From an optimization exercise on the open Yosys and OpenROAD flow, aimed at small area, a short achievable clock period and few clock cycles; shortcuts taken in it are not production practice.
At most, simulation tests tie the RTL to the original design; equivalence was not proved.
Only the layout flow was run in run 4; the RTL was not checked for function there.
Power and IR drop assume default switching activity.

===== design/flow/run.sh =====
#!/bin/bash
# synth_recipe.tcl (not shown) runs the flow's synth.tcl, then flattens the netlist and writes it again
# the make line also repeats each setting of config.mk as NAME=value (left out here)
make -C /OpenROAD-flow-scripts/flow DESIGN_CONFIG=/design/flow/config.mk WORK_HOME=/design/flow/orfs CLKGATE_MAP_FILE= SYNTH_SCRIPT=/design/flow/synth_recipe.tcl finish

===== design/flow/config.mk =====
export PLATFORM = sky130hd
export DESIGN_NAME = serper_unit
export DESIGN_NICKNAME = serper_unit
export VERILOG_FILES = /design/flow/design.v
export SDC_FILE = /design/flow/constraint.sdc
export NUM_CORES = 4
export LEC_CHECK = 0
export CAP_MARGIN = 20
export CORE_MARGIN = 2
export CORE_UTILIZATION = 40
export SLEW_MARGIN = 20

===== design/flow/constraint.sdc =====
create_clock -name core_clock -period 12.0 [get_ports {clk}]
set_input_delay 2.4000 -clock core_clock [delete_from_list [all_inputs] [get_ports {clk}]]
set_output_delay 2.4000 -clock core_clock [all_outputs]
set_load 0.01 [all_outputs]

===== design/flow/design.v =====
module serper_unit (
    input  wire        clk,
    input  wire        rst,
    input  wire        in_valid,
    output wire        in_ready,
    input  wire [15:0] in_w,
    input  wire        in_draining,
    input  wire        in_ce,
    input  wire        in_brk,
    input  wire        in_nine,
    input  wire [15:0] in_bit_time,
    input  wire [18:0] in_frame,
    input  wire [31:0] in_now,
    input  wire [31:0] in_done_at,
    input  wire [18:0] in_frozen_rem,
    input  wire [18:0] in_accum,
    output wire        out_valid,
    output wire        out_noop,
    output wire [19:0] out_baud,
    output wire [18:0] out_tx_period,
    output wire [16:0] out_rx_period,
    output wire        out_resc,
    output wire        out_sched,
    output wire [15:0] out_bit_time,
    output wire [18:0] out_frame,
    output wire [31:0] out_time
);
    localparam [1:0] S_IDLE = 2'd0, S_MUL = 2'd1, S_DIV = 2'd2;
    reg  [1:0]  st;
    reg  [2:0]  cnt;
    reg  [15:0] period;
    reg         period_set;
    reg         vld_q, noop_q, resc_q, nine_q, ce_q, brk_q, qv_q;
    reg  [31:0] now_q;
    reg  [15:0] dvs;
    reg  [16:0] dvs3;        
    reg  [18:0] aq;
    reg  [35:0] x;
    wire [15:0] m1_in = {1'b0, in_w[14:0]} + 16'd1;
    wire noop = period_set && (in_w == period);
    wire resc = !noop && in_draining && (m1_in != in_bit_time);
    wire [32:0] dd    = {1'b0, in_done_at} - {1'b0, in_now};
    wire [18:0] rem_c = dd[32] ? 19'd0 : dd[18:0];
    wire [18:0] mn_a  = (in_accum < in_frame) ? in_accum : in_frame;
    wire [18:0] opa   = in_ce ? (in_brk ? in_frozen_rem : rem_c) : mn_a;
    assign in_ready = (st == S_IDLE);
    wire acc   = in_valid && in_ready;
    wire start = resc;
    wire [14:0] m  = period[14:0];
    wire [15:0] m1 = {1'b0, m} + 16'd1;
    reg [17:0] rate;
    always @(*) begin
        if      (m > 15'd31112) rate = 18'd110;
        else if (m > 15'd11440) rate = 18'd300;
        else if (m > 15'd5729)  rate = 18'd600;
        else if (m > 15'd2864)  rate = 18'd1200;
        else if (m > 15'd1432)  rate = 18'd2400;
        else if (m > 15'd715)   rate = 18'd4800;
        else if (m > 15'd357)   rate = 18'd9600;
        else if (m > 15'd237)   rate = 18'd14400;
        else if (m > 15'd178)   rate = 18'd19200;
        else if (m > 15'd108)   rate = 18'd31400;
        else if (m > 15'd88)    rate = 18'd38400;
        else if (m > 15'd58)    rate = 18'd57600;
        else if (m > 15'd28)    rate = 18'd115200;
        else if (m > 15'd25)    rate = 18'd128000;
        else if (m > 15'd12)    rate = 18'd256000;
        else                    rate = 18'd110;
    end
    assign out_baud = period[15] ? {1'b0, rate, 1'b0} : {2'b00, rate};
    wire [18:0] m8m2 = {1'b0, m, 3'b000} + {3'b000, m, 1'b0};
    assign out_tx_period = m8m2 + {4'd0, period[15] ? m : 15'd0}
                         + (period[15] ? 19'd11 : 19'd10);
    assign out_frame     = m8m2 + {4'd0, nine_q ? m : 15'd0}
                         + (nine_q ? 19'd11 : 19'd10);
    wire rx_big = period[15] ? (m >= 15'd82) : (m >= 15'd90);
    assign out_rx_period = rx_big ? out_tx_period[18:2] : 17'd227;
    assign out_bit_time  = m1;
    assign out_valid = vld_q;
    assign out_noop  = noop_q;
    assign out_resc  = resc_q;
    assign out_sched = resc_q && ce_q && !brk_q;
    wire        cin  = qv_q && ce_q && (x[35:20] != 16'd0);
    wire [31:0] tadd = (ce_q && !brk_q) ? now_q : 32'd0;
    assign out_time  = tadd + {12'd0, qv_q ? x[19:0] : 20'd0} + {31'd0, cin};
    function [2:0] ncyc(input [15:0] n);
        ncyc = (n[15:12] != 4'd0) ? 3'd4 :
               (n[11:8]  != 4'd0) ? 3'd3 :
               (n[7:4]   != 4'd0) ? 3'd2 : 3'd1;
    endfunction
    wire [2:0] nc    = ncyc(m1);
    wire [39:0] msum  = {4'd0, x}
                      + {5'd0, aq & {19{x[0]}}, 16'd0}
                      + {4'd0, aq & {19{x[1]}}, 17'd0}
                      + {3'd0, aq & {19{x[2]}}, 18'd0}
                      + {2'd0, aq & {19{x[3]}}, 19'd0};
    wire [35:0] x_mul = msum[39:4];
    reg  [35:0] x_div;
    reg  [17:0] t, t1, t2, t3;
    reg  [1:0]  qd;
    integer i;
    always @(*) begin
        x_div = x;
        for (i = 0; i < 2; i = i + 1) begin
            t  = x_div[35:18];
            t1 = t - {2'b00, dvs};
            t2 = t - {1'b0, dvs, 1'b0};
            t3 = t - {1'b0, dvs3};
            qd = !t3[17] ? 2'd3 : !t2[17] ? 2'd2 : !t1[17] ? 2'd1 : 2'd0;
            case (qd)
                2'd3:    x_div = {t3[15:0], x_div[17:0], qd};
                2'd2:    x_div = {t2[15:0], x_div[17:0], qd};
                2'd1:    x_div = {t1[15:0], x_div[17:0], qd};
                default: x_div = {t[15:0],  x_div[17:0], qd};
            endcase
        end
    end
    always @(posedge clk) begin
        if (rst) begin
            st         <= S_IDLE;
            period     <= 16'h0000;
            period_set <= 1'b0;
            vld_q      <= 1'b0;
        end else begin
            vld_q <= 1'b0;
            case (st)
                S_IDLE: begin
                    noop_q <= noop;
                    resc_q <= resc;
                    nine_q <= in_nine;
                    ce_q   <= in_ce;
                    brk_q  <= in_brk;
                    now_q  <= in_now;
                    dvs    <= in_bit_time;
                    dvs3   <= {1'b0, in_bit_time} + {in_bit_time, 1'b0};
                    aq     <= opa;
                    qv_q   <= start;
                    x      <= {20'd0, m1_in};
                    cnt    <= 3'd0;
                    if (acc) begin
                        if (!noop) begin
                            period     <= in_w;
                            period_set <= 1'b1;
                        end
                        if (start)
                            st    <= S_MUL;
                        else
                            vld_q <= 1'b1;
                    end
                end
                S_MUL: begin
                    x   <= x_mul;
                    cnt <= cnt + 3'd1;
                    if (aq == 19'd0) begin
                        qv_q  <= 1'b0;
                        vld_q <= 1'b1;
                        st    <= S_IDLE;
                    end else if (cnt + 3'd1 == nc) begin
                        cnt <= 3'd0;
                        st  <= S_DIV;
                    end
                end
                default: begin
                    x   <= x_div;
                    cnt <= cnt + 3'd1;
                    if (cnt == nc) begin
                        vld_q <= 1'b1;
                        st    <= S_IDLE;
                    end
                end
            endcase
        end
    end
endmodule

==> results of run 1 <==
## through the flow
stage / cells / util / area (um^2)
global route: 3517 / 0.4848 / 25580
global placement: 3486 / 0.4734 / 24980
CTS: 3517 / 0.4848 / 25580
floorplan: 2576 / - / 21420
detailed placement: 3486 / 0.4734 / 24980
finish: 3518 / 0.4849 / 25580
## worst max-delay path, cell delays in order (launching register included)
cell	delay, ns
dfxtp_1	0.56
ha_1	0.34
fa_1	0.41
a21o_1	0.18
a21oi_1	0.24
o21bai_1	0.09
a21oi_1	0.23
nor2b_1	0.08
o21a_1	0.18
o31ai_1	0.38
nand2b_1	0.12
xor2_1	0.23
ha_1	0.27
ha_1	0.32
inv_1	0.05
a311oi_1	0.26
o21ai_0	0.15
a21boi_0	0.23
o21ai_0	0.13
xor2_1	0.19
and2_1	0.14
clkdlybuf4s50_1	0.53
## worst max-delay path by stage
stage | from | slack (ns) | cells past startpoint | endpoint
finish | period[2]$_SDFFE_PP0P_ | 3.81 | 21 | out_rx_period[15]
global route | period[2]$_SDFFE_PP0P_ | 3.36 | 21 | out_rx_period[15]
CTS | period[2]$_SDFFE_PP0P_ | 3.79 | 21 | out_rx_period[15]
detailed placement | period[2]$_SDFFE_PP0P_ | 4.32 | 21 | out_rx_period[15]
global placement | period[2]$_SDFFE_PP0P_ | 4.40 | 21 | out_rx_period[15]
floorplan | rst | 3.00 | 1 | aq[0]$_DFFE_PP_
## power groups by stage
stage / logic (W) / clock network [W] / registers (W)
3_3_place_gp: 0.00280 / 0 / 0.000712
2_1_floorplan: 0.00206 / 0 / 0.000672
6_report: 0.00288 / 0.000584 / 0.000702
3_5_place_dp: 0.00283 / 0 / 0.000713
4_1_cts: 0.00287 / 0.000591 / 0.000702
5_1_grt: 0.00318 / 0.000610 / 0.000711
## cells by family after synthesis
kind of cell    count (synthesis)  synth area share
xor+xnor                      217           0.08874
flops                         148            0.1982
fa+ha+maj                     351            0.2289
simple gates                  838            0.1971
other cells                     1         0.0001751
compound gates                699            0.2098
mux                            62           0.03050
buf+inv                       259           0.04662
## layout make-up
type,instances,area [um^2],area share
clock inverter,12,168.9,0.006602
clock buffer,19,432.9,0.01692
sequential,148,4245,0.1659
tap,688,860.8,0.03365
inverter,174,653.1,0.02553
timing repair buffer,307,3018,0.1180
multi-input combinational,2169,16200,0.6333
antenna,1,2.502,0.00009781
## synthesized netlist by cell type (all sizes together) (9+ instances only)
cell type  count  share of area
a211oi        13         0.0046
a21boi        22         0.0077
a21o          62          0.022
a21oi        190          0.044
a221oi        26          0.012
a31oi         26         0.0076
and2         164          0.048
and3          20         0.0058
buf           16         0.0040
clkbuf        69          0.012
dfxtp         20          0.019
edfxtp       128           0.18
fa            68          0.064
ha           283           0.17
inv          173          0.030
mux2i         59          0.029
nand2        180          0.032
nand2b        38          0.011
nand3         62          0.015
nand4         20         0.0058
nor2         201          0.035
nor2b         38          0.011
nor3          37         0.0086
nor4          24         0.0070
o211ai        16         0.0056
o21a          39          0.014
o21ai        174          0.041
o21bai        25         0.0088
o31a           9         0.0037
o31ai         16         0.0056
or2           15         0.0044
or3           17         0.0052
xnor2        144          0.059
xor2          73          0.030
## registers in the layout (all words and copies together) (netlist names)
| name | flops |
|---|---|
| brk_q | 1 |
| aq | 19 |
| resc_q | 1 |
| period_set | 1 |
| dvs3 | 17 |
| st | 2 |
| nine_q | 1 |
| vld_q | 1 |
| period | 16 |
| cnt | 3 |
| now_q | 32 |
| x | 36 |
| noop_q | 1 |
| qv_q | 1 |
| ce_q | 1 |
| dvs | 15 |
## placed cells by master (no fill, tap or decap), types with 24 or more instances in the layout
master	instances
a21oi_1	190
nor3_1	36
o21bai_1	25
clkdlybuf4s50_1	285
nor4_1	24
nand2_1	180
edfxtp_1	128
ha_1	283
a21o_1	62
fa_1	68
a31oi_1	26
mux2i_1	56
o21a_1	39
nand3_1	60
nor2b_1	38
xnor2_1	144
inv_1	173
o21ai_0	163
a221oi_1	24
nor2_1	201
nand2b_1	38
and2_1	162
xor2_1	73
## layer usage
layer | part of all wire | track usage | vias up
li1 | - | - | 9768
met4 | 0.023 | 0.07064 | 12
met5 | 0.0012 | 0 | -
met2 | 0.48 | 0.4202 | 489
met3 | 0.044 | 0.03588 | 98
met1 | 0.45 | 0.3201 | 9397
==> flow_summary.toml, run 1 <==
[final_layout]
layout.nets = 3328
area_growth_pct = 19.45
num-fill-cells = 5139
layout-drive-gt1-share = 0.02934

[synth]
syn-cell-area_um2 = 21420
synth_ff_type = "edfxtp_1"
synthCells = 2575
async_reset_ff_frac = 0
ys_seq_area_frac = 0.1982
ys_warn_count = 1
synth.avg_cell_area_um2 = 8.317
synth_seq_cells = 148
synth_enable_flop_cells = 128
ys_types = 78

[setup_path]
critPathRequiredTime_ns = 9.60
rrSetupSlack_ns = 4.51
r2r-start = "dvs[1]$_DFFE_PP_"
critical_path.max_fanout = 23
r2r_end = "x[29]$_DFFE_PN_"
worstSetupPathType = "reg -> out"
arrival_ns = 5.79
r2r_cells = 24
cp-end-kind = "output pin"
crit_path_start_kind = "flop"

[route]
first_pass_iters = 8
totalWireLength_um = 69350
wl_per_cell_um = 19.71
drt_iter0_markers = 1342
antenna_left = 0
drc = 0
vias = 19760
via_per_inst = 5.618

[power_and_ir_drop]
power_leakage_nw = 11.14
swShare = 0.4693
p_int_w = 0.002213
ir_worst_vdd_mv = 0.1008
power_frac_comb = 0.692
switchingPower_w = 0.001957
p_clk_frac = 0.140
p_per_area_nw_per_um2 = 163.0
power_w = 0.004171
seq_power_share = 0.168

[placed_design]
dp_hpwl_um = 56750
portBuffers = 285
dpl_worst_slack_ns = 4.321
gp_congestion = 0.9520

[clocking]
cts_root_buffer = "clkbuf_16"
htreeDepth = 4
clkLatencyLatePin_ns = 0.47
cts_resized = 0
hold_buffers = 0
cts-buffers-inserted = 17
cts_tree = "built"
clock_sinks = 148
clock_path_buffers = 2
clk_pin_slew_ns = 0.07
postCtsSetupBuffers = 0

[run_status]
status = "finished clean"

[grt]
grt_pass1_vias = 19350
antenna_found_initial = 7
grt_first_pass_wirelength_um = 108200
grt_start_max_net_pins = 62
grt_usage = 0.2453
grt_overflow = 0

[sta]
timing.final.ws_setup_ns = 3.806
finalHoldViolCount = 0
finalCriticalPeriod_ns = 8.194
tns_ns = 0
finalSetupViolations = 0
rsz0062_at_grt = "false"
finalMaxSlewViolations = 0
fin_worst_skew_ns = 0.01403
relSlewSlack = 0.3097
worst_pin_slew_ns = 1.032
holdWs_ns = 0.4985
fmax_mhz = 122.0
min_period_over_period = 0.6828

[worst_hold_path]
hold_end = "period_set$_SDFFE_PP0P_"
worstHoldStart = "period_set$_SDFFE_PP0P_"
whs_path_depth = 2
hp-class = "reg -> reg"

[floorplan]
core_area_um2 = 52760
die_h_um = 235.4
dieArea_um2 = 55410
initial_core_util = 0.4059
dieWidth_um = 235.4
row_count = 84
io-pin-count = 288

[run]
max_cap_viol_count = 0
Testbench counts, summed over its fixed seeds: cycles 9,610.
==> inputs of run 2 (changes only) <==
--- a/design/flow/config.mk
+++ b/design/flow/config.mk
@@ -9,3 +9,4 @@
 export CORE_MARGIN = 2
 export CORE_UTILIZATION = 40
+export SETUP_SLACK_MARGIN = 5
 export SLEW_MARGIN = 20
==> run 2 against run 1 <==
  * Largest power group unchanged
  * Wire length is 3.2% higher
  * Cell count is 2.3% higher
  * Synthesized cell count unchanged
  * Sequential share of layout area decreased by 0.61 points
  * Highest routed layer unchanged
  * Sequential cell count did not move
==> flow_summary.toml, run 2 <==
[setup_path]
crit_path_start_kind = "flop"
r2r-start = "x[19]$_DFFE_PN_"
cp-end-kind = "output pin"
critPathRequiredTime_ns = 9.60
critical_path.max_fanout = 6
worstSetupPathType = "reg -> out"
crit_start = "period[2]$_SDFFE_PP0P_"
arrival_ns = 4.61

[route]
vias = 20390
drt_iter0_markers = 1344
wl_per_cell_um = 19.88
via_per_inst = 5.663
drc = 0
antenna_left = 0
totalWireLength_um = 71570
first_pass_iters = 8

[floorplan]
dieWidth_um = 235.4
initial_core_util = 0.4059
row_count = 84
io-pin-count = 288
core_area_um2 = 52760
die_h_um = 235.4
dieArea_um2 = 55410

[grt]
grt_overflow = 0
grt_usage = 0.2518
grt_start_max_net_pins = 75
grt_first_pass_wirelength_um = 111300
grt_pass1_vias = 20080
antenna_found_initial = 6

[worst_hold_path]
hp-class = "reg -> reg"
worstHoldStart = "period_set$_SDFFE_PP0P_"

[final_layout]
layout.nets = 3408
top_register = "x"
reg_top3 = "x: 36 flops, now_q: 32 flops, aq: 19 flops"
num-fill-cells = 5115
fin_area_um2 = 26660
largest_reg_flops = 36
layout_common_cells = "275 x ha_1, 260 x clkdlybuf4s50_1, 200 x nor2_1"
area_growth_pct = 24.50
regArea_um2 = 4262
multi_input_area_um2 = 16680
final_common_cell = "ha_1"
layout-drive-gt1-share = 0.08797

[sta]
finalCriticalPeriod_ns = 7.008
relSlewSlack = 0.2856
finalMaxSlewViolations = 0
finalSetupViolations = 0
worst_pin_slew_ns = 1.068
min_period_over_period = 0.5840
tns_ns = 0
finalHoldViolCount = 0
rsz0062_at_grt = "true"
fin_worst_skew_ns = 0.01473
fmax_mhz = 142.7

[synth]
synthTopCellsByArea = "edfxtp_1 18%, ha_1 17%, fa_1 6.4%"
ys_warn_count = 1
synth-xor-area-share = 0.08874
async_reset_ff_frac = 0
synth.avg_cell_area_um2 = 8.317
synth_top_family_by_area = "adder cells"
netlist_top_cells_count = "283 x ha_1, 201 x nor2_1, 190 x a21oi_1, 180 x nand2_1, 173 x inv_1"
synthMuxAreaShare = 0.03050
ys_types = 78
synth_top_area_cell = "edfxtp_1"
synthSimpleGateAreaFrac = 0.1971
synthMostInstantiatedCell = "ha_1"
synth_seq_cells = 148
synthCells = 2575
synth_ff_type = "edfxtp_1"
synth_compound_area_frac = 0.2098
ys_seq_area_frac = 0.1982
synth_top_area_share = 0.1795
synth_enable_flop_cells = 128
syn-cell-area_um2 = 21420
synthAdderAreaFrac = 0.2289

[run_status]
status = "finished clean"

[power_and_ir_drop]
p_int_w = 0.002268
p_per_area_nw_per_um2 = 161.8
ir_worst_vdd_mv = 0.09871
swShare = 0.4744
seq_power_share = 0.158
power_frac_comb = 0.714
p_clk_frac = 0.128
power_w = 0.004314
power_leakage_nw = 11.73
switchingPower_w = 0.002047

[clocking]
cts_root_buffer = "clkbuf_16"
clock_path_buffers = 2
htreeDepth = 4
cts-buffers-inserted = 17
clkLatencyLatePin_ns = 0.47
clock_sinks = 148
cts_tree = "built"
clk_pin_slew_ns = 0.07

[placed_design]
post_dp_cell_area_um2 = 24980
dp_hpwl_um = 56610
portBuffers = 285
gp_congestion = 0.9349

[run]
max_cap_viol_count = 0
-- run 2: cell counts after synthesis --
Identical to the previous run, type by type.
-- run 2: final cells by class --
class                           count  share of cell area
Sequential cell                   148              0.1598
Clock buffer                       18             0.01610
Antenna cell                        2           0.0001877
Clock inverter                     14            0.005443
Timing Repair Buffer              387              0.1361
Inverter                          174             0.02449
Tap cell                          688             0.03228
Multi-Input combinational cell   2169              0.6255
-- run 2: path summary, 6_finish.rpt --
path                            cells after the start  slack (ns)                 endpoint
worst max-delay path                               21        4.99        out_rx_period[13]
worst min-delay path                                2        0.50  period_set$_SDFFE_PP0P_
worst max register to register                     28        5.20          x[29]$_DFFE_PN_
worst min register to register                      2        0.50  period_set$_SDFFE_PP0P_
-- run 2: power groups by stage --
stage               sequential, W  clock, W  combinational [W]
floorplan                0.000670         0            0.00206
global placement         0.000713         0            0.00280
detailed placement       0.000714         0            0.00284
CTS                      0.000686  0.000561            0.00294
global route             0.000689  0.000578            0.00338
finish                   0.000682  0.000553            0.00308
-- run 2: critical path, stage by stage, from the launching register on --
cell	delay (ns)
dfxtp_4	0.37
ha_4	0.17
fa_2	0.36
a21o_1	0.20
a21oi_2	0.14
o21bai_1	0.11
a21oi_2	0.16
nor2b_1	0.06
o21a_2	0.24
o31ai_4	0.20
nand2b_1	0.13
xor2_2	0.21
ha_1	0.31
ha_4	0.28
inv_2	0.03
a311oi_2	0.26
o21ai_1	0.12
buf_4	0.14
buf_4	0.12
a21oi_1	0.15
and2_1	0.15
clkdlybuf4s15_1	0.23
-- run 2: metrics by stage --
stage               instances  hold WS (ns)  setup WS (ns)    util
finish                   3600        0.4950          4.992  0.5054
global route             3599        0.5216          4.778  0.5053
CTS                      3558        0.4975          4.769  0.4945
detailed placement       3485        0.4819          4.271  0.4734
global placement         3485        0.4655          4.406  0.4734
floorplan                2576        0.4399          5.406       -
-- run 2: layer usage --
metal	vias up	part of all wire	GRT usage
met2	553	0.48	0.4318
met4	8	0.029	0.08087
met5	-	0.00077	0
li1	9911	-	-
met3	111	0.054	0.04139
met1	9804	0.44	0.3223
-- run 2: logic make-up (layout without fill, tap and decap cells) --
group | after synthesis | after routing
adder cells (fa/ha/maj) | 351 | 351
other | 1 | 4
AO/OA/AOI/OAI | 699 | 699
buffers and inverters | 259 | 593
flip-flops | 148 | 148
XOR/XNOR | 217 | 217
AND/OR/NAND/NOR | 838 | 838
multiplexers | 62 | 62
-- run 2: timing repair --
| action | CTS | global route |
|---|---|---|
| hold buffers | 0 | 0 |
| buffers inserted | 41 | 38 |
| resized for setup | 99 | 100 |
| setup endpoints to repair | 65 | 60 |
| pin swaps | 15 | 37 |
| gates cloned | 0 | 2 |
==> inputs of run 3 (changes only) <==
--- a/design/flow/config.mk
+++ b/design/flow/config.mk
@@ -9,4 +9,4 @@
 export CORE_MARGIN = 2
 export CORE_UTILIZATION = 40
-export SETUP_SLACK_MARGIN = 5
+export SETUP_SLACK_MARGIN = 4.5
 export SLEW_MARGIN = 20
==> run 3 against run 2 <==
  * Combinational power decreased by 2%
  * Largest cell class unchanged
  * Final area decreased by 1.4%
  * Sequential power increased by 1%
  * Sequential share of layout area increased by 0.22 points
  * Still clean on timing, DRC and antenna
  * Die area unchanged
==> flow_summary.toml, run 3 <==
[setup_path]
worstSetupPathType = "reg -> out"
critPathSlowestCell = "clkdlybuf4s50_1"
crit_path_start_kind = "flop"
arrival_ns = 4.83
cp_top_family = "compound AO/OA/AOI/OAI gates"
cp-end-kind = "output pin"
crit_buf_inv = 2
path_cells = "ha_1 -> a21o_1 -> a21oi_2 -> o21bai_1 -> a21oi_2 -> o21bai_2 -> a21oi_1 -> xnor2_1 -> ha_1 -> ha_1 -> inv_1 -> a311oi_2 -> o21ai_1 -> a21boi_2 -> nor3_2 -> o21ai_1 -> a21oi_2 -> o31ai_1 -> clkdlybuf4s50_1"
critPathRequiredTime_ns = 9.60
cpPeakStageDelay_ns = 0.60
critical_path.max_fanout = 11

[synth]
ys_seq_area_frac = 0.1982
synthTopCellsByArea = "edfxtp_1 18%, ha_1 17%, fa_1 6.4%"
netlist_top_cells_count = "283 x ha_1, 201 x nor2_1, 190 x a21oi_1, 180 x nand2_1, 173 x inv_1"
ys_types = 78
synth.avg_cell_area_um2 = 8.317
synth_top_area_share = 0.1795
synth_seq_cells = 148
ys_warn_count = 1
syn-cell-area_um2 = 21420
synthMostInstantiatedCell = "ha_1"
synth_enable_flop_cells = 128
synth_top_area_cell = "edfxtp_1"
synth_ff_type = "edfxtp_1"
async_reset_ff_frac = 0
synthCells = 2575

[power_and_ir_drop]
p_int_w = 0.002239
power_frac_comb = 0.708
p_clk_frac = 0.130
switchingPower_w = 0.002021
ir_worst_vdd_mv = 0.1141
p_per_area_nw_per_um2 = 162.0
seq_power_share = 0.162
swShare = 0.4745
power_w = 0.004260
power_leakage_nw = 11.69

[final_layout]
fin_area_um2 = 26300
layout-drive-gt1-share = 0.06200
reg_top3 = "x: 36 flops, now_q: 32 flops, aq: 19 flops"
utilization = 0.4984
layout.nets = 3385
final_common_cell = "ha_1"
top_register = "x"
largest_reg_flops = 36
num-fill-cells = 5150
layout_common_cells = "281 x ha_1, 270 x clkdlybuf4s50_1, 200 x nor2_1"
area_growth_pct = 22.78

[grt]
grt_first_pass_wirelength_um = 109900
grt_pass1_vias = 19840
grt_usage = 0.2485
grt_start_max_net_pins = 75
antenna_found_initial = 6
grt_overflow = 0

[route]
via_per_inst = 5.647
drt-met1-wl_um = 31190
antenna_left = 0
drt_iter0_markers = 1330
vias = 20190
wl_per_cell_um = 19.77
drc = 0
first_pass_iters = 6
wl_met2_um = 33730
top_layer_used = "met5"
totalWireLength_um = 70690
met3_length_um = 3667

[sta]
finalCriticalPeriod_ns = 7.233
tns_ns = 0
worst_pin_slew_ns = 1.042
finalHoldViolCount = 0
fin_worst_skew_ns = 0.01281
finalMaxSlewViolations = 0
rsz0062_at_grt = "true"
relSlewSlack = 0.3034
finalSetupViolations = 0
fmax_mhz = 138.3
min_period_over_period = 0.6027

[floorplan]
initial_core_util = 0.4059
dieWidth_um = 235.4
dieArea_um2 = 55410
die_h_um = 235.4
io-pin-count = 288
core_area_um2 = 52760
row_count = 84

[run]
max_cap_viol_count = 0

[clocking]
clkLatencyLatePin_ns = 0.46
cts_root_buffer = "clkbuf_16"
htreeDepth = 4
clk_pin_slew_ns = 0.07
cts_tree = "built"
clock_path_buffers = 2
clock_sinks = 148
hold_buffers = 0
cts-buffers-inserted = 17

[placed_design]
gp_congestion = 0.9349
post_dp_cell_area_um2 = 24980
dp_hpwl_um = 56610
portBuffers = 285

[worst_hold_path]
hp-class = "reg -> reg"

[run_status]
status = "finished clean"
-- run 3: cell counts after synthesis --
Identical to the previous run, type by type.
-- run 3: repair_timing --
| action | in CTS | in global routing |
|---|---|---|
| setup buffers | 14 | 42 |
| cloned | 0 | 2 |
| resized for setup | 30 | 54 |
| pin swaps | 4 | 14 |
| setup endpoints to repair | 32 | 50 |
| hold endpoints to repair | 0 | 0 |
-- run 3: worst paths after layout --
path                            from                 endpoint  slack, ns  depth (start not counted)
max           period[3]$_SDFFE_PP0P_        out_rx_period[16]       4.77                         19
min          period_set$_SDFFE_PP0P_  period_set$_SDFFE_PP0P_       0.49                          2
max reg2reg         dvs[1]$_DFFE_PP_          x[30]$_DFFE_PN_       4.85                         24
min reg2reg  period_set$_SDFFE_PP0P_  period_set$_SDFFE_PP0P_       0.49                          2
-- run 3: worst reg2reg max path: cells and delay by family, from the launching register on --
family	cells	cell delay (ns)
compound gates	14	4.15
buf+inv	4	0.75
simple gates	3	0.73
fa+ha+maj	2	0.63
flops	1	0.50
mux	1	0.16
-- run 3: kinds of logic (layout without fill, tap and decap cells) --
family,count (synthesis),in the layout,synth area share
fa+ha+maj,351,351,0.2289
flops,148,148,0.1982
mux,62,64,0.03050
simple gates,838,838,0.1971
other cells,1,3,0.0001751
compound gates,699,699,0.2098
xor+xnor,217,217,0.08874
buf+inv,259,568,0.04662
-- run 3: power groups by stage --
stage	registers, W	clock network (W)	logic (W)
finish	0.000690	0.000552	0.00302
global route	0.000697	0.000578	0.00331
CTS	0.000693	0.000561	0.00289
detailed placement	0.000714	0	0.00284
global placement	0.000713	0	0.00280
floorplan	0.000670	0	0.00206
-- run 3: per-layer routing --
layer / GRT usage / up-vias
met1: 0.3209 / 9649
met3: 0.03999 / 113
met2: 0.4237 / 560
met5: 0 / -
met4: 0.07914 / 8
li1: - / 9864
-- run 3: stage by stage --
step           hold slack [ns]  worst slack [ns]  instances
6_report                0.4917             4.767       3576
5_1_grt                 0.5216             4.388       3576
2_1_floorplan           0.4399             5.406       2576
3_5_place_dp            0.4819             4.271       3485
3_3_place_gp            0.4655             4.406       3485
4_1_cts                 0.4975             4.439       3531
-- run 3: final cells by class --
cell class              instances  area (um^2)  share of cell area
diodes                          1        2.502          0.00009517
clock buffers                  18        429.2             0.01632
clock inverters                14        145.1            0.005520
inverters                     174        653.1             0.02484
multi-input cells            2171        16460              0.6258
flip-flops and latches        148         4262              0.1621
well taps                     688        860.8             0.03274
repair buffers                362         3487              0.1326
==> inputs of run 4 (changes only) <==
--- a/design/flow/design.v
+++ b/design/flow/design.v
@@ -28,5 +28,5 @@
     localparam [1:0] S_IDLE = 2'd0, S_MUL = 2'd1, S_DIV = 2'd2;
     reg  [1:0]  st;
-    reg  [2:0]  cnt;
+    reg  [3:0]  cnt;
     reg  [15:0] period;
     reg         period_set;
@@ -47,4 +47,5 @@
     wire acc   = in_valid && in_ready;
     wire start = resc;
+    wire [15:0] hinit = in_ce ? in_bit_time - 16'd1 : 16'd0;
     wire [14:0] m  = period[14:0];
     wire [15:0] m1 = {1'b0, m} + 16'd1;
@@ -81,13 +82,13 @@
     assign out_resc  = resc_q;
     assign out_sched = resc_q && ce_q && !brk_q;
-    wire        cin  = qv_q && ce_q && (x[35:20] != 16'd0);
     wire [31:0] tadd = (ce_q && !brk_q) ? now_q : 32'd0;
-    assign out_time  = tadd + {12'd0, qv_q ? x[19:0] : 20'd0} + {31'd0, cin};
-    function [2:0] ncyc(input [15:0] n);
-        ncyc = (n[15:12] != 4'd0) ? 3'd4 :
-               (n[11:8]  != 4'd0) ? 3'd3 :
-               (n[7:4]   != 4'd0) ? 3'd2 : 3'd1;
+    assign out_time  = tadd + {12'd0, qv_q ? x[19:0] : 20'd0};
+    function [3:0] ncyc(input [15:0] n);
+        ncyc = (n[15:12] != 4'd0) ? 4'd4 :
+               (n[15:8] != 8'd0) ? 4'd3 :
+               (n[15:4] != 12'd0) ? 4'd2 : 4'd1;
     endfunction
-    wire [2:0] nc    = ncyc(m1);
+    wire [3:0] nc    = ncyc(m1);
+    wire [3:0] dlast = (nc * 4 + 4) / 4 - 1;
     wire [39:0] msum  = {4'd0, x}
                       + {5'd0, aq & {19{x[0]}}, 16'd0}
@@ -136,6 +137,6 @@
                     aq     <= opa;
                     qv_q   <= start;
-                    x      <= {20'd0, m1_in};
-                    cnt    <= 3'd0;
+                    x      <= ({36'd0, hinit} << 16) | {4'd0, 16'd0, m1_in};
+                    cnt    <= 4'd0;
                     if (acc) begin
                         if (!noop) begin
@@ -151,11 +152,11 @@
                 S_MUL: begin
                     x   <= x_mul;
-                    cnt <= cnt + 3'd1;
+                    cnt <= cnt + 4'd1;
                     if (aq == 19'd0) begin
                         qv_q  <= 1'b0;
                         vld_q <= 1'b1;
                         st    <= S_IDLE;
-                    end else if (cnt + 3'd1 == nc) begin
-                        cnt <= 3'd0;
+                    end else if (cnt + 4'd1 == nc) begin
+                        cnt <= 4'd0;
                         st  <= S_DIV;
                     end
@@ -163,6 +164,6 @@
                 default: begin
                     x   <= x_div;
-                    cnt <= cnt + 3'd1;
-                    if (cnt == nc) begin
+                    cnt <= cnt + 4'd1;
+                    if (cnt == dlast) begin
                         vld_q <= 1'b1;
                         st    <= S_IDLE;
==> run 4 against run 3 <==
  * Sequential cell count is 1 higher
  * Sequential share of layout area hardly changed
  * Combinational power is 33% higher
  * Still clean
  * Die area is 2.8% higher
  * Critical endpoint is now out_frame[18]
  * Worst hold slack worse by 0.0091 ns
  * Highest routed layer unchanged
==> flow_summary.toml, run 4 <==
[run_status]
status = "finished clean"

[synth]
ys_types = 95
async_reset_ff_frac = 0
netlist_top_cells_count = "299 x ha_1, 197 x nor2_1, 193 x inv_1, 169 x and2_1, 165 x xnor2_1"
synth-xor-area-share = 0.09736
synth_compound_area_frac = 0.2118
syn-cell-area_um2 = 22030
synthMuxAreaShare = 0.02818
synthCells = 2597
synthMostInstantiatedCell = "ha_1"
synth_enable_flop_cells = 129
synth.avg_cell_area_um2 = 8.481
synth_top_area_cell = "edfxtp_1"
synthAdderAreaFrac = 0.2307
ys_warn_count = 1
synth_top_family_by_area = "adder cells"
synth_ff_type = "edfxtp_1"
synthTopCellsByArea = "edfxtp_1 18%, ha_1 17%, xnor2_1 6.6%"
synthSimpleGateAreaFrac = 0.1877
synth_seq_cells = 149
ys_seq_area_frac = 0.1940
synth_top_area_share = 0.1759

[grt]
grt_first_pass_wirelength_um = 115000
grt_pass1_vias = 20550
grt_start_max_net_pins = 67
grt_usage = 0.2584
antenna_found_initial = 8
grt_overflow = 0

[sta]
relSlewSlack = 0.3320
finalMaxSlewViolations = 0
worst_pin_slew_ns = 0.9959
finalSetupViolations = 0
finalCriticalPeriod_ns = 7.232
tns_ns = 0
fmax_mhz = 138.3
finalHoldViolCount = 0
fin_worst_skew_ns = 0.01725
min_period_over_period = 0.6027
rsz0062_at_grt = "false"

[clocking]
cts_tree = "built"
clock_sinks = 149
htreeDepth = 4
clk_pin_slew_ns = 0.07
cts-buffers-inserted = 17
clkLatencyLatePin_ns = 0.47
clock_path_buffers = 2
cts_root_buffer = "clkbuf_16"

[power_and_ir_drop]
p_per_area_nw_per_um2 = 201.1
ir_worst_vdd_mv = 0.1703
power_leakage_nw = 11.62

[floorplan]
io-pin-count = 288
dieArea_um2 = 56960
dieWidth_um = 238.7
die_h_um = 238.7
core_area_um2 = 54770
row_count = 86
initial_core_util = 0.4022

[worst_hold_path]
hp-class = "reg -> reg"

[placed_design]
post_dp_cell_area_um2 = 25550
gp_congestion = 0.9367
placedCellCount = 3521
dp_hpwl_um = 60840
portBuffers = 285

[route]
drt_iter0_markers = 1218
drc = 0
wl_per_cell_um = 20.88
via_per_inst = 5.717
antenna_left = 0
totalWireLength_um = 74680
first_pass_iters = 5
vias = 20450

[run]
max_cap_viol_count = 0

[final_layout]
top_register = "x"
fin_area_um2 = 26480
finalNonFillerCells = 3577
regArea_um2 = 4298
multi_input_area_um2 = 16810
largest_reg_flops = 36
utilization = 0.4836
area_growth_pct = 20.24
layout.nets = 3381
num-fill-cells = 5205
final_common_cell = "ha_1"
layout_common_cells = "298 x ha_1, 276 x clkdlybuf4s50_1, 196 x nor2_1"
layout-drive-gt1-share = 0.05337
reg_top3 = "x: 36 flops, now_q: 32 flops, aq: 19 flops"

[setup_path]
cp-end-kind = "output pin"
worstSetupPathType = "reg -> out"
crit_path_start_kind = "flop"
critPathRequiredTime_ns = 9.60
arrival_ns = 4.83
critical_path.max_fanout = 11
## run 4: cell type report
cell class / instances / area share
diodes: 6 / 0.0005669
clock buffers: 18 / 0.01620
clock inverters: 13 / 0.005480
inverters: 195 / 0.02768
multi-input cells: 2169 / 0.6348
flip-flops and latches: 149 / 0.1623
well taps: 704 / 0.03326
repair buffers: 323 / 0.1198
## run 4: final timing paths
path	start	to	slack (ns)	cells after the start
setup reg to reg	x[19]$_DFFE_PN_	x[26]$_DFFE_PN_	4.89	25
hold / removal	period_set$_SDFFE_PP0P_	period_set$_SDFFE_PP0P_	0.48	2
setup / recovery	period[2]$_SDFFE_PP0P_	out_frame[18]	4.77	17
hold reg to reg	period_set$_SDFFE_PP0P_	period_set$_SDFFE_PP0P_	0.48	2
## run 4: logic make-up after synthesis
family                   after synthesis
AO/OA/AOI/OAI                        687
multiplexers                          58
AND/OR/NAND/NOR                      812
XOR/XNOR                             244
flip-flops                           149
buffers and inverters                280
adder cells (fa/ha/maj)              366
other                                  1
## run 4: per-layer routing
metal	track usage	vias to the layer above	part of all wire
met5	0	-	0.00021
met4	0.08314	2	0.029
met3	0.03314	118	0.047
met2	0.4544	555	0.49
met1	0.3269	9906	0.43
li1	-	9869	-
## run 4: timing repair
action	CTS	global route
setup buffers	8	10
hold buffers	0	0
gates resized for setup	27	33
setup endpoints to repair	20	32
pin swaps	1	9
gates cloned	0	0
## run 4: per-stage QoR
step                      worst slack (ns)  power [W]  hold slack, ns
final                                4.768   0.005327          0.4826
after global routing                 4.480   0.005754          0.5598
after CTS                            4.451   0.005294          0.4791
after detailed placement             4.357   0.004692          0.4579
after global placement               4.385   0.004634          0.4637
after floorplan                      5.388   0.003627          0.4364
## run 4: power breakdown
| part | total, W | internal, W | switching [W] |
|---|---|---|---|
| registers | 0.000757 | 0.000652 | 0.000106 |
| logic | 0.00401 | 0.00171 | 0.00231 |
| clock network | 0.000557 | 0.000308 | 0.000249 |
## run 4: critical path, stage by stage, from the launching register on
cell and delay [ns]:
dfxtp_4 0.39, ha_1 0.22, fa_2 0.37, a21o_1 0.20
a21oi_2 0.17, o21bai_1 0.11, a21oi_2 0.19, xnor2_1 0.17
ha_1 0.27, ha_1 0.25, o41ai_2 0.38, nor2b_1 0.13
o21a_1 0.20, o21a_1 0.20, o41a_1 0.34, a21oi_2 0.18
o31ai_1 0.08, clkdlybuf4s50_1 0.51
==> inputs of run 5 (changes only) <==
--- a/design/flow/design.v
+++ b/design/flow/design.v
@@ -46,5 +46,8 @@
     assign in_ready = (st == S_IDLE);
     wire acc   = in_valid && in_ready;
-    wire start = resc;
+    wire a_zero = in_ce ? (in_brk ? (in_frozen_rem == 19'd0)
+                                  : (in_done_at < in_now || in_done_at[18:0] == in_now[18:0]))
+                        : (in_accum == 19'd0 || in_frame == 19'd0);
+    wire start = resc && !a_zero;
     wire [15:0] hinit = in_ce ? in_bit_time - 16'd1 : 16'd0;
     wire [14:0] m  = period[14:0];
@@ -153,9 +156,5 @@
                     x   <= x_mul;
                     cnt <= cnt + 4'd1;
-                    if (aq == 19'd0) begin
-                        qv_q  <= 1'b0;
-                        vld_q <= 1'b1;
-                        st    <= S_IDLE;
-                    end else if (cnt + 4'd1 == nc) begin
+                    if (cnt + 4'd1 == nc) begin
                         cnt <= 4'd0;
                         st  <= S_DIV;
--- a/design/flow/config.mk
+++ b/design/flow/config.mk
@@ -9,4 +9,4 @@
 export CORE_MARGIN = 2
 export CORE_UTILIZATION = 40
-export SETUP_SLACK_MARGIN = 4.5
+export SETUP_SLACK_MARGIN = 5
 export SLEW_MARGIN = 20
==> run 5 against run 4 <==
  * Largest cell class unchanged
  * Via count up 3.8%
  * Non-clock buffer count up 25
  * Critical endpoint is now out_rx_period[14]
  * Worst hold slack better by 0.0072 ns
  * Wire length up 2.9%
  * Global-route usage up 0.27 points
  * Register-to-register slack better by 0.43 ns
  * Synthesized cell count up 4.9%
  * Utilization up 1.3 points
  * First-iteration DRC count up 31%
==> flow_summary.toml, run 5 <==
[run_status]
status = "finished clean"

[sta]
worst_pin_slew_ns = 0.9818
min_period_over_period = 0.5854
finalMaxSlewViolations = 0
rsz0062_at_grt = "true"
finalSetupViolations = 0
fmax_mhz = 142.4
finalCriticalPeriod_ns = 7.025
relSlewSlack = 0.3434
tns_ns = 0
fin_worst_skew_ns = 0.008706
finalHoldViolCount = 0
holdWs_ns = 0.4898

[synth]
synth_top_family_by_area = "adder cells"
synth_top_area_share = 0.1728
synth_enable_flop_cells = 129
synth_ff_type = "edfxtp_1"
async_reset_ff_frac = 0
synthTopCellsByArea = "edfxtp_1 17%, ha_1 17%, xnor2_1 7.0%"
synth_compound_area_frac = 0.2090
synth-xor-area-share = 0.09223
ys_types = 81
synthCells = 2723
syn-cell-area_um2 = 22410
synthAdderAreaFrac = 0.2273
synthMostInstantiatedCell = "ha_1"
synthMuxAreaShare = 0.03004
synth.avg_cell_area_um2 = 8.230
synth_top_area_cell = "edfxtp_1"
ys_seq_area_frac = 0.1907
ys_warn_count = 1
synthSimpleGateAreaFrac = 0.2003
synth_seq_cells = 149
netlist_top_cells_count = "300 x ha_1, 225 x nor2_1, 203 x inv_1, 189 x a21oi_1, 180 x xnor2_1"

[clocking]
clkLatencyLatePin_ns = 0.46
cts_root_buffer = "clkbuf_16"
clk_pin_slew_ns = 0.07
cts_tree = "built"
clock_sinks = 149
cts-buffers-inserted = 17
clock_path_buffers = 2
htreeDepth = 4

[power_and_ir_drop]
power_leakage_nw = 11.82
p_clk_frac = 0.105
p_per_area_nw_per_um2 = 195.8
p_int_w = 0.002643
switchingPower_w = 0.002722
seq_power_share = 0.132
power_frac_comb = 0.763
swShare = 0.5074
ir_worst_vdd_mv = 0.1619

[final_layout]
final_common_cell = "ha_1"
layout.nets = 3531
reg_top3 = "x: 36 flops, now_q: 32 flops, aq: 19 flops"
area_growth_pct = 22.25
top_register = "x"
layout_common_cells = "292 x ha_1, 268 x clkdlybuf4s50_1, 222 x nor2_1"
layout-drive-gt1-share = 0.06828
largest_reg_flops = 36

[floorplan]
die_h_um = 240.7
initial_core_util = 0.4060
row_count = 86
dieWidth_um = 240.7
io-pin-count = 288
dieArea_um2 = 57940
core_area_um2 = 55200

[route]
vias = 21230
wl_per_cell_um = 20.38
drt_iter0_markers = 1593
drt-met1-wl_um = 33910
wl_met2_um = 36970
met3_length_um = 3339
antenna_left = 0
first_pass_iters = 9
via_per_inst = 5.631
top_layer_used = "met5"
totalWireLength_um = 76820
drc = 0

[setup_path]
critical_path.max_fanout = 4
r2r_end = "x[23]$_DFFE_PN_"
cp-end-kind = "output pin"
crit_start = "period[2]$_SDFFE_PP0P_"
r2r-start = "dvs[1]$_DFFE_PP_"
crit_path_start_kind = "flop"
rrSetupSlack_ns = 5.32
r2r_cells = 25
worstSetupPathType = "reg -> out"
critPathRequiredTime_ns = 9.60
critPathCapture = "out_rx_period[14]"
arrival_ns = 4.62

[run]
max_cap_viol_count = 0

[grt]
grt_first_pass_wirelength_um = 116700
grt_pass1_vias = 20610
grt_usage = 0.2611
antenna_found_initial = 7
grt_start_max_net_pins = 58
grt_overflow = 0

[worst_hold_path]
hp-class = "reg -> reg"

[placed_design]
portBuffers = 285
gp_congestion = 1.007
dp_hpwl_um = 62160
## run 5: cell count changes after synthesis, sizes merged, moves of 11 or more
cell,delta
a22oi,+11
xor2,-22
nand3,+18
xnor2,+14
nor2,+27
nand2,+22
nand4,+15
nand2b,-14
a21oi,+28
## run 5: worst min path at each step
stage          cells past startpoint                    start                      end
3_3_place_gp                       2  period_set$_SDFFE_PP0P_  period_set$_SDFFE_PP0P_
6_report                           2  period_set$_SDFFE_PP0P_  period_set$_SDFFE_PP0P_
2_1_floorplan                      2  period_set$_SDFFE_PP0P_  period_set$_SDFFE_PP0P_
5_1_grt                            2  period_set$_SDFFE_PP0P_  period_set$_SDFFE_PP0P_
4_1_cts                            2  period_set$_SDFFE_PP0P_  period_set$_SDFFE_PP0P_
3_5_place_dp                       2  period_set$_SDFFE_PP0P_  period_set$_SDFFE_PP0P_
## run 5: logic make-up after synthesis
family                     Yosys count
and+or+nand+nor                    888
DFF                                149
other                                1
xor gates and xnor gates           236
adders and majority gates          367
muxes                               65
buffers and inverters              292
AOI/OAI and AO/OA                  725
## run 5: layout make-up
type                            count  area, um^2
Clock buffer                       18       429.2
Inverter                          205       777.0
Tap cell                          748       935.9
Antenna cell                        4       10.01
Clock inverter                     14       150.1
Timing Repair Buffer              348        3348
Multi-Input combinational cell   2283       17460
Fill cell                        5366       27800
Sequential cell                   149        4292
## run 5: power by group through the flow
stage | clock network, W | registers (W) | logic, W
6_report | 0.000563 | 0.000709 | 0.00409
5_1_grt | 0.000590 | 0.000718 | 0.00445
4_1_cts | 0.000571 | 0.000709 | 0.00391
3_5_place_dp | 0 | 0.000733 | 0.00384
3_3_place_gp | 0 | 0.000730 | 0.00380
2_1_floorplan | 0 | 0.000688 | 0.00276
## run 5: repair_timing
action	CTS	global route
endpoints found under the hold margin	0	0
buffers inserted	22	18
resized for setup	66	79
hold buffers	0	0
setup endpoints to repair	60	57
pin swaps	18	39
## run 5: critical path: stages, from the launching register on
cell	delay, ns
dfxtp_4	0.36
ha_4	0.16
fa_2	0.33
a21o_1	0.20
a21oi_2	0.17
o21bai_1	0.09
a21oi_2	0.17
xnor2_1	0.17
ha_1	0.31
ha_4	0.32
a21oi_4	0.06
a311oi_2	0.32
o21ai_2	0.11
a21boi_2	0.22
nor3_2	0.07
o21bai_1	0.17
a21oi_2	0.10
xnor2_1	0.16
and2_1	0.14
clkdlybuf4s50_1	0.53
## run 5: routing by layer
| layer | up-vias | GRT usage |
|---|---|---|
| met2 | 616 | 0.4476 |
| met1 | 10080 | 0.3379 |
| met3 | 125 | 0.03397 |
| li1 | 10400 | - |
| met5 | - | 0 |
| met4 | 6 | 0.08865 |
## run 5: stage by stage
step                      setup WS, ns  cells  instance area [um^2]    util  power [W]
after global routing             4.734   3769                 27400  0.4964   0.005762
after floorplan                  5.461   2724                 22420       -   0.003447
after CTS                        4.864   3746                 26940  0.4880   0.005193
after detailed placement         4.484   3692                 26040  0.4717   0.004571
final                            4.975   3769                 27400  0.4964   0.005366
after global placement           4.567   3692                 26040  0.4717   0.004533
Testbench counts of run 5, summed over its fixed seeds: cycles 9,423.
==> inputs of run 6 (changes only) <==
==> design/flow/flow/run.sh (new file) <==
#!/bin/bash
# The standard layout, with the port buffers made of the smallest buffer cell
# (buffer_ports otherwise picks sky130_fd_sc_hd__clkdlybuf4s50_1).
set -euo pipefail
export BUFFER_PORTS_ARGS="-buffer_cell sky130_fd_sc_hd__buf_1"
bash standard.sh > standard_make.log 2>&1
==> design/flow/standard.sh (new file) <==
#!/bin/bash
# synth_recipe.tcl (not shown) runs the flow's synth.tcl, then flattens the netlist and writes it again
# the make line also repeats each setting of config.mk as NAME=value (left out here)
make -C /OpenROAD-flow-scripts/flow DESIGN_CONFIG=/design/flow/config.mk WORK_HOME=/design/flow/orfs CLKGATE_MAP_FILE= SYNTH_SCRIPT=/design/flow/synth_recipe.tcl "${@:-finish}"
removed: design/flow/run.sh
==> run 6 against run 5 <==
  * Still clean on timing, DRC and antenna
  * Power shrank 3.6%
  * Cell count fell by 0.19%
  * Critical path depth increased by 2
  * Clock skew up 0.0011 ns
  * First-iteration DRC count decreased by 6.0%
  * Fmax up 1.3%
  * Sequential power grew 0.6%
  * Count of clock-buffer cells in the layout did not move
==> flow_summary.toml, run 6 <==
[floorplan]
dieWidth_um = 240.7
row_count = 86
dieArea_um2 = 57940
die_h_um = 240.7
core_area_um2 = 55200
initial_core_util = 0.4060
io-pin-count = 288

[synth]
ys_warn_count = 1
synth_seq_cells = 149
synthCells = 2723
netlist_top_cells_count = "300 x ha_1, 225 x nor2_1, 203 x inv_1, 189 x a21oi_1, 180 x xnor2_1"
syn-cell-area_um2 = 22410
synthTopCellsByArea = "edfxtp_1 17%, ha_1 17%, xnor2_1 7.0%"
ys_seq_area_frac = 0.1907
ys_types = 81
synthMostInstantiatedCell = "ha_1"
synth_enable_flop_cells = 129
synth_top_area_share = 0.1728
synth.avg_cell_area_um2 = 8.230
synth_top_area_cell = "edfxtp_1"
async_reset_ff_frac = 0
synth_ff_type = "edfxtp_1"

[run_status]
status = "finished clean"

[clocking]
clock_sinks = 149
cts_tree = "built"
htreeDepth = 4
cts-buffers-inserted = 17
cts_root_buffer = "clkbuf_16"
hold_buffers = 0
clock_path_buffers = 2
clkLatencyLatePin_ns = 0.47
clk_pin_slew_ns = 0.07

[sta]
finalMaxSlewViolations = 0
rsz0062_at_grt = "true"
fin_worst_skew_ns = 0.009776
timing.final.ws_setup_ns = 5.069
worst_pin_slew_ns = 0.8769
tns_ns = 0
min_period_over_period = 0.5776
relSlewSlack = 0.4104
finalHoldViolCount = 0
fmax_mhz = 144.3
finalSetupViolations = 0
finalCriticalPeriod_ns = 6.931

[route]
drc = 0
totalWireLength_um = 75590
drt_iter0_markers = 1498
via_per_inst = 5.677
first_pass_iters = 6
vias = 21360
antenna_left = 0
wl_per_cell_um = 20.09

[final_layout]
layout_common_cells = "293 x ha_1, 283 x buf_1, 221 x nor2_1"
num-fill-cells = 5488
final_common_cell = "ha_1"
layout.nets = 3526
reg_top3 = "x: 36 flops, now_q: 32 flops, aq: 19 flops"
area_growth_pct = 13.89
finalNonFillerCells = 3762
layout-drive-gt1-share = 0.06808
largest_reg_flops = 36
top_register = "x"

[worst_hold_path]
hp-class = "reg -> reg"
worstHoldStart = "period_set$_SDFFE_PP0P_"

[setup_path]
crit_start = "period[2]$_SDFFE_PP0P_"
path_cells = "ha_4 -> fa_2 -> a21o_1 -> a21oi_2 -> o21bai_1 -> a21oi_2 -> o21bai_2 -> a211oi_2 -> nor2_2 -> nor2_2 -> xnor2_2 -> ha_4 -> ha_4 -> inv_2 -> a311oi_2 -> o21a_1 -> o21a_1 -> o21a_1 -> xnor2_2 -> and2_1 -> buf_2"
worstSetupPathType = "reg -> out"
arrival_ns = 4.53
r2r-start = "dvs[1]$_DFFE_PP_"
crit_path_start_kind = "flop"
critical_path.max_fanout = 7
cpPeakStageDelay_ns = 0.39
cp_top_family = "compound AO/OA/AOI/OAI gates"
critPathSlowestCell = "fa_2"
cp-end-kind = "output pin"
crit_buf_inv = 2
critPathRequiredTime_ns = 9.60

[placed_design]
dp_hpwl_um = 61440
gp_congestion = 0.9736
placedCellCount = 3691
dpl_worst_slack_ns = 4.601
portBuffers = 285

[power_and_ir_drop]
p_per_area_nw_per_um2 = 202.6
power_leakage_nw = 10.91
ir_worst_vdd_mv = 0.1595

[grt]
grt_overflow = 0
grt_usage = 0.2546
grt_first_pass_wirelength_um = 114000
grt_pass1_vias = 20380
antenna_found_initial = 6
grt_start_max_net_pins = 58

[run]
max_cap_viol_count = 0
run 6: power by group:
part / switching [W] / internal (W) / total [W]
combinational: 0.00234 / 0.00156 / 0.00390
clock: 0.000254 / 0.000309 / 0.000563
sequential: 0.0000746 / 0.000638 / 0.000713
total: 0.00267 / 0.00250 / 0.00517
run 6: final cells by class:
| class | instances | area, um^2 | area share |
|---|---|---|---|
| Sequential cell | 149 | 4297 | 0.1683 |
| Clock inverter | 13 | 148.9 | 0.005833 |
| Inverter | 205 | 777.0 | 0.03044 |
| Antenna cell | 3 | 7.507 | 0.0002941 |
| Timing Repair Buffer | 343 | 1514 | 0.05931 |
| Multi-Input combinational cell | 2283 | 17420 | 0.6823 |
| Clock buffer | 18 | 429.2 | 0.01681 |
| Tap cell | 748 | 935.9 | 0.03667 |
run 6: path summary, 6_finish.rpt:
check                                                to  slack, ns  depth (start not counted)
worst max-delay path                  out_rx_period[15]       5.07                         21
worst min-delay path            period_set$_SDFFE_PP0P_       0.48                          2
worst max register to register          x[25]$_DFFE_PN_       5.35                         24
worst min register to register  period_set$_SDFFE_PP0P_       0.48                          2
run 6: worst min-delay path, cell delays in order, from the launching register on:
cell and delay (ns):
dfxtp_1 0.33, nor2_1 0.05, nor2_1 0.07
run 6: timing repair:
item	in CTS	in global routing
gates cloned	0	1
resized for setup	34	80
setup buffers	13	23
pin swaps	4	35
endpoints found under the hold margin	0	0
setup endpoints to repair	46	50
run 6: metal layers:
metal / up-vias / GRT usage / part of all wire / wire length [um]
met5: - / 0 / 0.00066 / 50
met4: 8 / 0.09938 / 0.039 / 2914
met3: 135 / 0.03214 / 0.044 / 3297
met2: 606 / 0.4250 / 0.48 / 36040
met1: 10260 / 0.3345 / 0.44 / 33280
li1: 10350 / - / - / -
run 6: kinds of logic after synthesis:
family	Yosys count	share of synthesized area
AOI/OAI and AO/OA	725	0.2090
xor gates and xnor gates	236	0.09223
adders and majority gates	367	0.2273
buffers and inverters	292	0.05025
DFF	149	0.1907
muxes	65	0.03004
other	1	0.0001673
and+or+nand+nor	888	0.2003
run 6: stage by stage:
step	utilization	instance area [um^2]	hold slack, ns	power, W
5_1_grt	0.4624	25520	0.5242	0.005594
2_1_floorplan	-	22420	0.4399	0.003447
3_5_place_dp	0.4393	24250	0.4790	0.004452
6_report	0.4624	25520	0.4848	0.005172
4_1_cts	0.4534	25030	0.4969	0.005059
3_3_place_gp	0.4393	24250	0.4569	0.004411
==> inputs of run 7 (changes only) <==
--- a/design/flow/config.mk
+++ b/design/flow/config.mk
@@ -8,5 +8,5 @@
 export CAP_MARGIN = 20
 export CORE_MARGIN = 2
-export CORE_UTILIZATION = 40
+export CORE_UTILIZATION = 65
 export SETUP_SLACK_MARGIN = 5
 export SLEW_MARGIN = 20
==> run 7 against run 6 <==
  * Final area down 0.97%
  * Global-route usage increased by 13 points
  * Largest cell class unchanged
  * Wire length shrank 2.7%
  * Count of clock-buffer cells in the layout down 1
  * Critical path depth is 1 lower
  * Register-to-register slack got worse by 0.09 ns
  * Setup slack worse by 0.28 ns
  * Sequential share of layout area is 0.17 points higher
  * Clock skew grew 0.0035 ns
  * Highest routed layer is now met4
  * Critical endpoint is now out_frame[16]
  * Utilization grew 27 points
  * Sequential cell count did not move
  * Via count up 5.0%
==> flow_summary.toml, run 7 <==
[synth]
synth_ff_type = "edfxtp_1"
synth_top_area_share = 0.1728
synthTopCellsByArea = "edfxtp_1 17%, ha_1 17%, xnor2_1 7.0%"
ys_types = 81
netlist_top_cells_count = "300 x ha_1, 225 x nor2_1, 203 x inv_1, 189 x a21oi_1, 180 x xnor2_1"
ys_seq_area_frac = 0.1907
syn-cell-area_um2 = 22410
synthCells = 2723
synthMostInstantiatedCell = "ha_1"
synth_seq_cells = 149
async_reset_ff_frac = 0
synth.avg_cell_area_um2 = 8.230
ys_warn_count = 1
synth_enable_flop_cells = 129
synth_top_area_cell = "edfxtp_1"

[setup_path]
crit_path_start_kind = "flop"
path_cells = "ha_4 -> fa_2 -> a21o_1 -> a21oi_2 -> o21bai_1 -> a21oi_2 -> o21bai_2 -> a21oi_2 -> xnor2_2 -> ha_1 -> ha_4 -> and2_1 -> o21ai_0 -> o21ai_0 -> o21a_1 -> o21ai_0 -> nand2_1 -> a21oi_2 -> xnor2_1 -> buf_1"
critical_path.max_fanout = 7
r2r-start = "x[19]$_DFFE_PN_"
arrival_ns = 4.81
cpPeakStageDelay_ns = 0.40
crit_top_cell = "a21oi_2"
worstSetupPathType = "reg -> out"
crit_start = "period[2]$_SDFFE_PP0P_"
critPathRequiredTime_ns = 9.60
cp_top_family = "compound AO/OA/AOI/OAI gates"
critPathSlowestCell = "fa_2"
cp-end-kind = "output pin"
crit_buf_inv = 1

[final_layout]
regArea_um2 = 4297
num-fill-cells = 2685
utilization = 0.7372
multi_input_area_um2 = 17370
largest_reg_flops = 36
layout.nets = 3540
reg_top3 = "x: 36 flops, now_q: 32 flops, aq: 19 flops"
final_common_cell = "ha_1"
layout_common_cells = "295 x ha_1, 281 x buf_1, 223 x nor2_1"
layout-drive-gt1-share = 0.06940
fin_area_um2 = 25280
top_register = "x"
area_growth_pct = 12.78

[floorplan]
initial_core_util = 0.6536
die_h_um = 189.7
dieArea_um2 = 35980
core_area_um2 = 34290
dieWidth_um = 189.7
io-pin-count = 288
row_count = 68

[route]
drt_iter0_markers = 2145
totalWireLength_um = 73570
antenna_left = 0
drc = 0
first_pass_iters = 6
wl_per_cell_um = 21.13
vias = 22420
via_per_inst = 6.438

[clocking]
cts_root_buffer = "clkbuf_16"
clk_pin_slew_ns = 0.08
htreeDepth = 4
hold_buffers = 0
clock_sinks = 149
cts_tree = "built"
clkLatencyLatePin_ns = 0.46
clock_path_buffers = 2
cts-buffers-inserted = 17

[sta]
min_period_over_period = 0.6007
finalCriticalPeriod_ns = 7.208
relSlewSlack = 0.2471
tns_ns = 0
finalMaxSlewViolations = 0
finalSetupViolations = 0
fin_worst_skew_ns = 0.01327
rsz0062_at_grt = "true"
finalHoldViolCount = 0
fmax_mhz = 138.7
worst_pin_slew_ns = 1.129

[placed_design]
post_dp_cell_area_um2 = 23870
dp_hpwl_um = 56690
gp_congestion = 1.025
portBuffers = 285

[grt]
grt_start_max_net_pins = 58
grt_first_pass_wirelength_um = 110500
grt_pass1_vias = 21080
grt_usage = 0.3884
grt_overflow = 0
antenna_found_initial = 0

[power_and_ir_drop]
power_leakage_nw = 11.02
ir_worst_vdd_mv = 0.1594
power_w = 0.005218
p_per_area_nw_per_um2 = 206.4

[worst_hold_path]
hp-class = "reg -> reg"
worstHoldStart = "period_set$_SDFFE_PP0P_"

[run]
max_cap_viol_count = 0

[run_status]
status = "finished clean"
run 7: cell types whose count changed in the layout (fill, tap and decap cells not counted), sizes merged:
cell	delta
buf	+10
bufinv	-2
clkbuf	+3
clkinv	+4
clkinvlp	-3
diode	-2
inv	+3
run 7: area by class of cell:
cell class / count / share of cell area
Clock buffer: 17 / 0.01683
Inverter: 205 / 0.03059
Clock inverter: 15 / 0.007871
Multi-Input combinational cell: 2283 / 0.6873
Antenna cell: 1 / 0.00009900
Tap cell: 455 / 0.02252
Sequential cell: 149 / 0.1700
Timing Repair Buffer: 357 / 0.06485
run 7: repair_timing:
action / 4_1_cts / 5_1_grt
gates cloned: 0 / 1
setup endpoints to repair: 43 / 48
setup buffers: 20 / 31
resized for setup: 36 / 63
pin swaps: 7 / 31
run 7: final timing paths:
kind / end / slack (ns) / cells past startpoint
worst max-delay path: out_frame[16] / 4.79 / 20
worst min register to register: period_set$_SDFFE_PP0P_ / 0.48 / 2
worst max register to register: x[30]$_DFFE_PN_ / 5.26 / 26
worst min-delay path: period_set$_SDFFE_PP0P_ / 0.48 / 2
run 7: per-stage QoR:
stage          setup WS (ns)  std cells  hold WS [ns]
5_1_grt                4.690       3481        0.5600
3_3_place_gp           4.759       3397        0.4571
3_5_place_dp           4.553       3397        0.4706
4_1_cts                4.970       3449        0.4887
2_1_floorplan          5.461       2724        0.4399
6_report               4.792       3482        0.4811
run 7: cells by family after synthesis:
logic type	after synthesis	synth area share
multiplexers	65	0.03004
AND/OR/NAND/NOR	888	0.2003
XOR/XNOR	236	0.09223
other	1	0.0001673
AO/OA/AOI/OAI	725	0.2090
adder cells (fa/ha/maj)	367	0.2273
buffers and inverters	292	0.05025
flip-flops	149	0.1907
run 7: tightest hold or removal path, delay by kind of cell (launching register included):
family           cells  cell delay, ns
flip-flops           1            0.33
AND/OR/NAND/NOR      2            0.12
run 7: where the power goes:
group | internal, W | switching [W] | total, W
combinational | 0.00154 | 0.00238 | 0.00392
clock | 0.000286 | 0.000285 | 0.000571
sequential | 0.000638 | 0.0000854 | 0.000723
total | 0.00247 | 0.00275 | 0.00522
run 7: per-layer routing:
layer,track usage,wire (um)
met5,0,0
met1,0.4843,28720
met3,0.06844,6411
met2,0.6622,34840
met4,0.1673,3604

[afterwards: timing with drivers on the ports]
The results above use ideal ports. As a check the final layouts listed here were re-extracted and re-timed, cells and wires unchanged. Step 1, drivers: a clkbuf_16 drives clk and a buf_2 each remaining input, both assumed. Step 2 moves the port delays by t, midway between the first and last clock arrival at a register: inputs arrive t later, outputs are due t later. That takes back most of the time a late clock gives input paths. a / b / c = ideal / step 1 / step 2; a / b = the first two.
run | shift t [ns] | setup WS [ns] | worst hold slack (ns)
run 1 | 0.518 | 3.806 / 3.752 / 4.269 | 0.499 / 0.499 / 0.499
run 2 | 0.513 | 4.992 / 4.937 / 5.131 | 0.495 / 0.495 / 0.495
run 3 | 0.512 | 4.767 / 4.713 / 4.847 | 0.492 / 0.492 / 0.492
run 4 | 0.514 | 4.768 / 4.716 / 4.887 | 0.483 / 0.483 / 0.483
run 5 | 0.518 | 4.975 / 4.917 / 4.918 | 0.490 / 0.490 / 0.490
run 6 | 0.517 | 5.069 / 5.011 / 5.293 | 0.485 / 0.485 / 0.485
run 7 | 0.508 | 4.792 / 4.740 / 5.247 | 0.481 / 0.481 / 0.481
After both steps every run listed still meets setup and hold. For run 5, which loses most, drivers alone change the setup slack by -0.058 ns; drivers and shift together by -0.057 ns.
